Background: an optimization exercise with open tools, aiming at small area, a short achievable clock period and few clock cycles. Do not read the settings as production practice. Only simulation tests tie the RTL to the original design; equivalence was not proved.

## frm_unpack
module frm_unpack (
    input  wire        clk,
    input  wire        rst,
    input  wire        start,
    input  wire [7:0]  exp_ft,
    input  wire [7:0]  exp_sub,
    input  wire [15:0] exp_cmd,      
    input  wire [7:0]  exp_dlen,
    input  wire [8:0]  nframes,
    output wire        idle,
    input  wire        fr_valid,
    output wire        fr_ready,
    input  wire [28:0] fr_id,
    input  wire [3:0]  fr_len,
    input  wire [63:0] fr_data,      
    output reg         pb_valid,
    output reg  [3:0]  pb_count,
    output reg  [63:0] pb_data,      
    output wire        done,
    output wire [7:0]  status,
    output wire [7:0]  subcode,
    output wire [8:0]  diag_frame,
    output wire [15:0] diag_exp,
    output wire [15:0] diag_act
);
Size: roughly 0.019 mm^2 of cells after synthesis.
==> flow/config.mk <==
export PLATFORM = sky130hd
export DESIGN_NAME = frm_unpack
export DESIGN_NICKNAME = frm_unpack
export VERILOG_FILES = /design/flow/design.v
export SDC_FILE = /design/flow/constraint.sdc
export NUM_CORES = 4
export LEC_CHECK = 0
export CAP_MARGIN = 20
export CORE_MARGIN = 2
export CORE_UTILIZATION = 35
export PLACE_DENSITY = 0.55
export SLEW_MARGIN = 20
export SYNTH_HIERARCHICAL = 1
==> flow/constraint.sdc <==
create_clock -name core_clock -period 10.0 [get_ports {clk}]
set_input_delay 2.0000 -clock core_clock [delete_from_list [all_inputs] [get_ports {clk}]]
set_output_delay 2.0000 -clock core_clock [all_outputs]
set_load 0.01 [all_outputs]
standard.sh (not shown) runs the stock make flow with config.mk's settings and CLKGATE_MAP_FILE= SYNTH_SCRIPT=/design/flow/synth_recipe.tcl, a recipe that flattens the netlist after the stock synthesis.
==> flow/flow/run.sh <==
#!/bin/bash
# Layout flow: the standard flow (standard.sh, ORFS from synthesis to the
# final layout) with these changes:
#  - the port buffers that buffer_ports inserts are sky130_fd_sc_hd__buf_1,
#    and after global placement those of the frame's data, length and valid
#    inputs become sky130_fd_sc_hd__buf_4 (flow/post_gpl.tcl); every port
#    still has its own buffer, and timing repair may resize them,
#  - timing repair aims for more setup slack than the flow settings allow,
#  - and it may resize cells to other footprints (MATCH_CELL_FOOTPRINT=0).
# Each tool's output is kept in ORFS's logs (orfs/logs/...); standard.sh's own
# output goes to standard.log here.
set -euo pipefail
export BUFFER_PORTS_ARGS="-buffer_cell sky130_fd_sc_hd__buf_1"
export POST_GLOBAL_PLACE_TCL="$PWD/flow/post_gpl.tcl"
bash standard.sh SETUP_SLACK_MARGIN=6 MATCH_CELL_FOOTPRINT=0 finish > standard.log 2>&1
==> flow/flow/post_gpl.tcl <==
# After global placement: the port buffers of the frame's data, length and
# valid inputs, which fan out widely, become sky130_fd_sc_hd__buf_4 (the
# other ports keep their sky130_fd_sc_hd__buf_1). Every port keeps its own
# buffer.
set n 0
foreach port [get_ports {fr_data[*] fr_len[*] fr_valid}] {
  set net [get_nets -of_objects $port]
  foreach pin [get_pins -of_objects $net -filter "direction==input"] {
    set inst [get_cells -of_objects $pin]
    if { [get_property $inst ref_name] eq "sky130_fd_sc_hd__buf_1" } {
      replace_cell $inst sky130_fd_sc_hd__buf_4
      incr n
    }
  }
}
puts "post_gpl.tcl: $n port buffers made sky130_fd_sc_hd__buf_4"
The first run failed in 3_3_place_gp.
Testbench counts at the start, summed over its fixed seeds: cycles 12,622.
Change:
==> flow/flow/run.sh (replaced) <==
#!/bin/bash
# Layout flow: the standard flow (standard.sh, ORFS from synthesis to the
# final layout) with these changes:
#  - the port buffers that buffer_ports inserts are sky130_fd_sc_hd__buf_1
#    (every port still gets its own buffer; timing repair resizes them),
#  - timing repair aims for more setup slack than the flow settings allow,
#  - and it may resize cells to other footprints (MATCH_CELL_FOOTPRINT=0).
# Each tool's output is kept in ORFS's logs (orfs/logs/...); standard.sh's own
# output goes to standard.log here.
set -euo pipefail
export BUFFER_PORTS_ARGS="-buffer_cell sky130_fd_sc_hd__buf_1"
bash standard.sh SETUP_SLACK_MARGIN=6 MATCH_CELL_FOOTPRINT=0 finish > standard.log 2>&1
removed: flow/flow/post_gpl.tcl
Result: This time the run finished with timing, DRC and antenna clean; synthesized area does not change; synthesized cell count does not change.

what the ideal ports hide:
Ports are ideal in the flow. The routed layout listed here was re-timed in OpenROAD. Step 1, drivers: a clkbuf_16 drives clk and a buf_2 each remaining input, both assumed. Step 2, shift: input delay + t, output delay - t, t = (earliest + latest rising clock arrival at the registers) / 2. This alone moves slack from input paths to output paths. Three values: no drivers, after step 1, after step 2; two values: the first two.
run: the second run
t, ns: 0.633
setup slack, ns: 5.862 / 5.878 / 5.246
worst hold slack (ns): 0.470 / 0.470 / 0.470
worst setup path after step 2: input to register
slew at the worst register clock pin (ns): 0.07 / 0.07
After both steps setup and hold are still met in the second run. The setup slack of the second run moves by +0.016 ns with the drivers and by -0.616 ns with both steps.
